This design comes from an exercise in tuning for small area, a short achievable clock period and few clock cycles on the open sky130 flow, not from production work.
In this exercise RTL edits were held to simulation tests only and were not proved equivalent to the original.

==> job 6253: inputs <==
==> flow/design.v <==
module rc6_core (
    input  wire         clk,
    input  wire         rst,       
    input  wire         start,
    input  wire [1:0]   op,        
    input  wire [1:0]   klen,      
    input  wire [255:0] key,       
    input  wire [127:0] din,       
    output wire         ready,
    output reg          done,
    output reg          err,
    output reg  [127:0] dout       
);
    localparam [31:0] P32 = 32'hB7E15163;
    localparam [31:0] Q32 = 32'h9E3779B9;
    localparam OP_KEY = 2'd0, OP_ENC = 2'd1, OP_DEC = 2'd2, OP_CLR = 2'd3;
    function [31:0] rotl(input [31:0] x, input [4:0] n);
        reg [31:0] y;
        begin
            y = x;
            if (n[0]) y = {y[30:0], y[31]};
            if (n[1]) y = {y[29:0], y[31:30]};
            if (n[2]) y = {y[27:0], y[31:28]};
            if (n[3]) y = {y[23:0], y[31:24]};
            if (n[4]) y = {y[15:0], y[31:16]};
            rotl = y;
        end
    endfunction
    function [31:0] rotr(input [31:0] x, input [4:0] n);
        reg [31:0] y;
        begin
            y = x;
            if (n[0]) y = {y[0],    y[31:1]};
            if (n[1]) y = {y[1:0],  y[31:2]};
            if (n[2]) y = {y[3:0],  y[31:4]};
            if (n[3]) y = {y[7:0],  y[31:8]};
            if (n[4]) y = {y[15:0], y[31:16]};
            rotr = y;
        end
    endfunction
    function [31:0] ffun(input [31:0] x);
        reg [31:0] p;
        reg [31:0] dg;
        integer i;
        begin
            dg = 32'd0;
            for (i = 0; i < 16; i = i + 1)
                dg[2*i+1] = x[i];
            p = x + dg;
            for (i = 0; i < 15; i = i + 1)
                p = p + (({32{x[i]}} & (x >> (i + 1))) << (2 * i + 3));
            ffun = {p[26:0], p[31:27]};
        end
    endfunction
    function [63:0] kstep(input [31:0] s, input [31:0] l, input [31:0] a, input [31:0] b);
        reg [31:0] x, t, ti, an, z;
        reg [3:0]  lo;
        reg [4:0]  y;
        begin
            x  = s + a + b;
            t  = l + b + (s << 3) + (a << 3) + (b << 3);
            ti = ((s << 3) + 32'd8) + (b << 3) + (a << 3) + b + l;
            lo = {1'b0, t[2:0]} + {1'b0, x[31:29]};
            z  = {lo[3] ? ti[31:3] : t[31:3], lo[2:0]};
            an = {x[28:0], x[31:29]};
            y  = an[4:0] + b[4:0];
            kstep = {rotl(z, y), an};
        end
    endfunction
    reg          key_valid;
    reg          kbusy;         
    reg  [7:0]   km;            
    reg  [5:0]   ph;            
    reg          pend;          
    reg          pend_key;      
    reg          pend_err;
    reg  [63:0]  x0;            
    reg  [63:0]  x21;           
    reg  [1279:0] ring;         
    reg  [255:0] lw;            
    reg  [1:0]   lsz;           
    reg  [31:0]  ra, rb, rc, rd;
    reg          rv, renc, rtyp;
    reg  [4:0]   rj;            
    reg  [3:0]   rdn;           
    reg  [31:0]  pa, pb, pc, pd, pm1, pm2;
    reg          pv, penc, ptyp;
    reg  [4:0]   pj;
    reg  [3:0]   pdn;
    reg  [63:0]  sp;            
    reg          sv, senc;
    reg          rl;            
    reg          al;            
    reg [31:0] kconst;          
    wire [5:0] kc = kbusy ? ((km >= 8'd44) ? 6'd0 : km[5:0] + 6'd1) : 6'd0;
    always @(*) begin
        case (kc)
            6'd0:  kconst = P32 + 32'd0  * Q32;
            6'd1:  kconst = P32 + 32'd1  * Q32;
            6'd2:  kconst = P32 + 32'd2  * Q32;
            6'd3:  kconst = P32 + 32'd3  * Q32;
            6'd4:  kconst = P32 + 32'd4  * Q32;
            6'd5:  kconst = P32 + 32'd5  * Q32;
            6'd6:  kconst = P32 + 32'd6  * Q32;
            6'd7:  kconst = P32 + 32'd7  * Q32;
            6'd8:  kconst = P32 + 32'd8  * Q32;
            6'd9:  kconst = P32 + 32'd9  * Q32;
            6'd10: kconst = P32 + 32'd10 * Q32;
            6'd11: kconst = P32 + 32'd11 * Q32;
            6'd12: kconst = P32 + 32'd12 * Q32;
            6'd13: kconst = P32 + 32'd13 * Q32;
            6'd14: kconst = P32 + 32'd14 * Q32;
            6'd15: kconst = P32 + 32'd15 * Q32;
            6'd16: kconst = P32 + 32'd16 * Q32;
            6'd17: kconst = P32 + 32'd17 * Q32;
            6'd18: kconst = P32 + 32'd18 * Q32;
            6'd19: kconst = P32 + 32'd19 * Q32;
            6'd20: kconst = P32 + 32'd20 * Q32;
            6'd21: kconst = P32 + 32'd21 * Q32;
            6'd22: kconst = P32 + 32'd22 * Q32;
            6'd23: kconst = P32 + 32'd23 * Q32;
            6'd24: kconst = P32 + 32'd24 * Q32;
            6'd25: kconst = P32 + 32'd25 * Q32;
            6'd26: kconst = P32 + 32'd26 * Q32;
            6'd27: kconst = P32 + 32'd27 * Q32;
            6'd28: kconst = P32 + 32'd28 * Q32;
            6'd29: kconst = P32 + 32'd29 * Q32;
            6'd30: kconst = P32 + 32'd30 * Q32;
            6'd31: kconst = P32 + 32'd31 * Q32;
            6'd32: kconst = P32 + 32'd32 * Q32;
            6'd33: kconst = P32 + 32'd33 * Q32;
            6'd34: kconst = P32 + 32'd34 * Q32;
            6'd35: kconst = P32 + 32'd35 * Q32;
            6'd36: kconst = P32 + 32'd36 * Q32;
            6'd37: kconst = P32 + 32'd37 * Q32;
            6'd38: kconst = P32 + 32'd38 * Q32;
            6'd39: kconst = P32 + 32'd39 * Q32;
            6'd40: kconst = P32 + 32'd40 * Q32;
            6'd41: kconst = P32 + 32'd41 * Q32;
            6'd42: kconst = P32 + 32'd42 * Q32;
            default: kconst = P32 + 32'd43 * Q32;
        endcase
    end
    wire [63:0] kx  = kstep(x0[31:0], lw[31:0], ra, rb);
    wire [31:0] ka  = kx[31:0];
    wire [31:0] kb  = kx[63:32];
    wire        key_end = kbusy && (km == 8'd131);
    wire [31:0] m1 = ffun(rb);
    wire [31:0] m2 = ffun(rd);
    reg [63:0] snext;
    always @(*) begin
        casez ({renc, rtyp, rdn})
            6'b10????: snext = {ring[32*39 +: 32], ring[32*38 +: 32]};
            6'b11????: snext = {ring[32*38 +: 32], ring[32*37 +: 32]};
            6'b000000: snext = {ring[32*1  +: 32], ring[32*0  +: 32]};
            6'b000001: snext = {ring[32*5  +: 32], ring[32*4  +: 32]};
            6'b000010: snext = {ring[32*9  +: 32], ring[32*8  +: 32]};
            6'b000011: snext = {ring[32*13 +: 32], ring[32*12 +: 32]};
            6'b000100: snext = {ring[32*17 +: 32], ring[32*16 +: 32]};
            6'b000101: snext = {ring[32*21 +: 32], ring[32*20 +: 32]};
            6'b000110: snext = {ring[32*25 +: 32], ring[32*24 +: 32]};
            6'b000111: snext = {ring[32*29 +: 32], ring[32*28 +: 32]};
            6'b001000: snext = {ring[32*33 +: 32], ring[32*32 +: 32]};
            6'b001001: snext = {ring[32*37 +: 32], ring[32*36 +: 32]};
            6'b010000: snext = {ring[32*0  +: 32], ring[32*39 +: 32]};
            6'b010001: snext = {ring[32*4  +: 32], ring[32*3  +: 32]};
            6'b010010: snext = {ring[32*8  +: 32], ring[32*7  +: 32]};
            6'b010011: snext = {ring[32*12 +: 32], ring[32*11 +: 32]};
            6'b010100: snext = {ring[32*16 +: 32], ring[32*15 +: 32]};
            6'b010101: snext = {ring[32*20 +: 32], ring[32*19 +: 32]};
            6'b010110: snext = {ring[32*24 +: 32], ring[32*23 +: 32]};
            6'b010111: snext = {ring[32*28 +: 32], ring[32*27 +: 32]};
            6'b011000: snext = {ring[32*32 +: 32], ring[32*31 +: 32]};
            default:   snext = {ring[32*36 +: 32], ring[32*35 +: 32]};
        endcase
    end
    wire [31:0] e_d = rotl(pa ^ pm1, pm2[4:0]) + sp[31:0];
    wire [31:0] e_b = rotl(pc ^ pm2, pm1[4:0]) + sp[63:32];
    wire [31:0] d_b = rotr(pc - sp[31:0],  pm2[4:0]) ^ pm1;
    wire [31:0] d_d = rotr(pa - sp[63:32], pm1[4:0]) ^ pm2;
    wire        plast = pv && (pj == 5'd20);
    wire [31:0] w1 = pb + (penc ? x21[31:0]  : ~x0[31:0])  + {31'd0, !penc};
    wire [31:0] w2 = pd + (penc ? x21[63:32] : ~x0[63:32]) + {31'd0, !penc};
    wire        in_enc = (op == OP_ENC);
    wire [31:0] i_a = senc ? lw[31:0]  : lw[63:32];
    wire [31:0] i_b = (senc ? lw[63:32]  : lw[31:0])  + (senc ? x0[31:0]  : ~x21[31:0])  + {31'd0, !senc};
    wire [31:0] i_c = senc ? lw[95:64] : lw[127:96];
    wire [31:0] i_d = (senc ? lw[127:96] : lw[95:64]) + (senc ? x0[63:32] : ~x21[63:32]) + {31'd0, !senc};
    assign ready = !pend && !kbusy && (!rv || rl) && (!key_valid || al);
    wire acc     = start && ready;
    wire acc_blk = acc && (op == OP_ENC || op == OP_DEC) && key_valid;
    wire acc_key = acc && (op == OP_KEY) && (klen != 2'd3);
    wire acc_oth = acc && !acc_blk;              
    wire oth_err = (op != OP_CLR) && !acc_key;
    wire empty   = !rv && !pv && !sv;
    wire go_now  = acc_oth && empty;
    wire go_pend = pend && empty;
    wire go_key  = (go_now && acc_key) || (go_pend && pend_key);
    wire go_imm  = (go_now && !acc_key) || (go_pend && !pend_key);
    wire go_err  = go_now ? oth_err : pend_err;
    always @(posedge clk) begin
        if (rst) begin
            done <= 1'b0;
            err  <= 1'b0;
        end else if (plast) begin
            done <= 1'b1;
            err  <= 1'b0;
        end else if (go_imm) begin
            done <= 1'b1;
            err  <= go_err;
        end else if (key_end) begin
            done <= 1'b1;
            err  <= 1'b0;
        end else begin
            done <= 1'b0;
        end
        dout <= penc ? {e_d, w2, e_b, w1} : {w2, d_d, w1, d_b};
        if (rst) begin
            key_valid <= 1'b0;
            kbusy     <= 1'b0;
            pend      <= 1'b0;
        end else begin
            if (acc && (op == OP_CLR || acc_key))
                key_valid <= 1'b0;
            if (key_end)
                key_valid <= 1'b1;
            if (go_key)
                kbusy <= 1'b1;
            else if (key_end)
                kbusy <= 1'b0;
            if (acc_oth && !empty) begin
                pend     <= 1'b1;
                pend_key <= acc_key;
                pend_err <= oth_err;
            end else if (go_pend) begin
                pend <= 1'b0;
            end
        end
        if (acc_key) begin
            lw  <= key;
            lsz <= klen;
        end else if (acc_blk) begin
            lw[127:0] <= din;
        end else if (kbusy) begin
            lw[223:0] <= lw[255:32];
            lw[127:96] <= (lsz == 2'd0) ? kb : lw[159:128];
            lw[191:160] <= (lsz == 2'd1) ? kb : lw[223:192];
            lw[255:224] <= kb;
        end
        if (rst || kbusy)
            ph <= 6'd0;
        else
            ph <= (ph == 6'd39) ? 6'd0 : ph + 6'd1;
        al <= rst || kbusy || (ph == 6'd39) || (ph == 6'd0);
        if (go_key)
            km <= 8'd0;
        else
            km <= km + 8'd1;
        if (go_key || (kbusy && km < 8'd43))
            x0[31:0] <= kconst;
        else if (kbusy)
            x0[31:0] <= x0[63:32];
        if (kbusy) begin
            x0[63:32]  <= ring[31:0];
            ring       <= {x21[31:0], ring[1279:32]};
            x21        <= {ka, x21[63:32]};
        end else begin
            ring <= {ring[31:0], ring[1279:32]};
        end
        pa  <= ra;
        pb  <= rb;
        pc  <= rc;
        pd  <= rd;
        pm1 <= m1;
        pm2 <= m2;
        sp  <= snext;
        pv   <= !rst && rv;
        penc <= renc;
        ptyp <= rtyp;
        pj   <= rj;
        pdn  <= rdn;
        if (sv) begin
            ra   <= i_a;
            rb   <= i_b;
            renc <= senc;
            rtyp <= ph[1];
            rj   <= 5'd1;
            rdn  <= 4'd9;
            rl   <= 1'b0;
        end else if (go_key) begin
            ra <= 32'd0;
            rb <= 32'd0;
        end else if (kbusy) begin
            ra <= ka;
            rb <= kb;
        end else begin
            ra   <= pb;
            rb   <= penc ? e_b : d_b;
            renc <= penc;
            rtyp <= ptyp;
            rj   <= pj + 5'd1;
            rdn  <= (pdn == 4'd0) ? 4'd9 : pdn - 4'd1;
            rl   <= (pj == 5'd19);
        end
        rc <= sv ? i_c : pd;
        rd <= sv ? i_d : (penc ? e_d : d_d);
        sv <= !rst && acc_blk;
        if (acc_blk)
            senc <= in_enc;
        rv <= !rst && (sv || (pv && !plast));
    end
endmodule
==> flow/run.sh <==
#!/bin/bash
# synth_recipe.tcl (not shown) runs the flow's synth.tcl, then flattens the netlist and writes it again
# the make line also repeats each setting of config.mk as NAME=value (left out here)
make -C /OpenROAD-flow-scripts/flow DESIGN_CONFIG=/design/flow/config.mk WORK_HOME=/design/flow/orfs CLKGATE_MAP_FILE= SYNTH_SCRIPT=/design/flow/synth_recipe.tcl finish
==> flow/config.mk <==
export PLATFORM = sky130hd
export DESIGN_NAME = rc6_core
export DESIGN_NICKNAME = rc6_core
export VERILOG_FILES = /design/flow/design.v
export SDC_FILE = /design/flow/constraint.sdc
export NUM_CORES = 4
export LEC_CHECK = 0
export CAP_MARGIN = 20
export CORE_MARGIN = 2
export CORE_UTILIZATION = 30
export PLACE_DENSITY = 0.5
export SLEW_MARGIN = 20
==> flow/constraint.sdc <==
create_clock -name core_clock -period 18.0 [get_ports {clk}]
set_input_delay 3.6000 -clock core_clock [delete_from_list [all_inputs] [get_ports {clk}]]
set_output_delay 3.6000 -clock core_clock [all_outputs]
set_load 0.01 [all_outputs]
==> job 8737 (differences from job 6253) <==
==> flow/flow/run.sh (new file) <==
#!/bin/bash
# Standard layout, with ORFS's timing repair asked to reach a larger setup
# margin than the clock needs, so the resizer works on the real critical paths.
set -euo pipefail
MARGIN=$(cat flow/margin.txt)
bash standard.sh synth > synth.log 2>&1
bash standard.sh SETUP_SLACK_MARGIN=$MARGIN finish > layout.log 2>&1
==> flow/flow/margin.txt (new file) <==
10.5
==> flow/standard.sh (new file) <==
#!/bin/bash
# synth_recipe.tcl (not shown) runs the flow's synth.tcl, then flattens the netlist and writes it again
# the make line also repeats each setting of config.mk as NAME=value (left out here)
make -C /OpenROAD-flow-scripts/flow DESIGN_CONFIG=/design/flow/config.mk WORK_HOME=/design/flow/orfs CLKGATE_MAP_FILE= SYNTH_SCRIPT=/design/flow/synth_recipe.tcl "${@:-finish}"
removed: flow/run.sh
==> run notes <==
status=complete, no violations; slowest CP cell=fa_1; Seq/total area=0.3391; Setup crit start=x0[1]; met3 routed wirelength=about 46 mm
[end of results for job 8737]
==> run notes <==
hold bufs inserted after CTS=0; Die Area=410500 um^2; Yosys top cell area share=0.3019; Setup crit start=rb[1]; met3 routed wirelength=47.68 mm; hold wc startpoint=ring[1071]; num ports=about 520; slowest CP cell=o32ai_2; status=complete, no violations
[end of results for job 6253]
Testbench counts of job 6253, summed over its fixed seeds: cycles 18,624.
Testbench counts of job 8737, summed over its fixed seeds: cycles 18,624.

==> static timing again, ports no longer ideal <==
The results above use ideal ports. As a check the final layouts listed here were re-extracted and re-timed, cells and wires unchanged. Step 1 (the two cells are an assumption about what drives the block):
set clk [get_ports {clk}]
set_driving_cell -lib_cell sky130_fd_sc_hd__clkbuf_16 $clk
set_driving_cell -lib_cell sky130_fd_sc_hd__buf_2 [delete_from_list [all_inputs] $clk]
Step 2 moves the port delays by t, midway between the first and last clock arrival at a register: inputs arrive t later, outputs are due t later. That takes back most of the time a late clock gives input paths. Slacks: ideal ports / drivers / drivers and shift; pairs: ideal ports / drivers.
run | shift t [ns] | setup slack, ns | clock arrival spread, ns | worst data-port slew with drivers (ns)
job 6253 | 1.068 | 7.960 / 7.960 / 7.960 | 0.152 / 0.152 | 0.24
job 8737 | 1.043 | 10.594 / 10.594 / 9.944 | 0.145 / 0.144 | 0.24
After both steps setup and hold are still met in every run listed. For job 8737, which loses most, drivers alone change the setup slack by 0.000 ns; drivers and shift together by -0.650 ns.
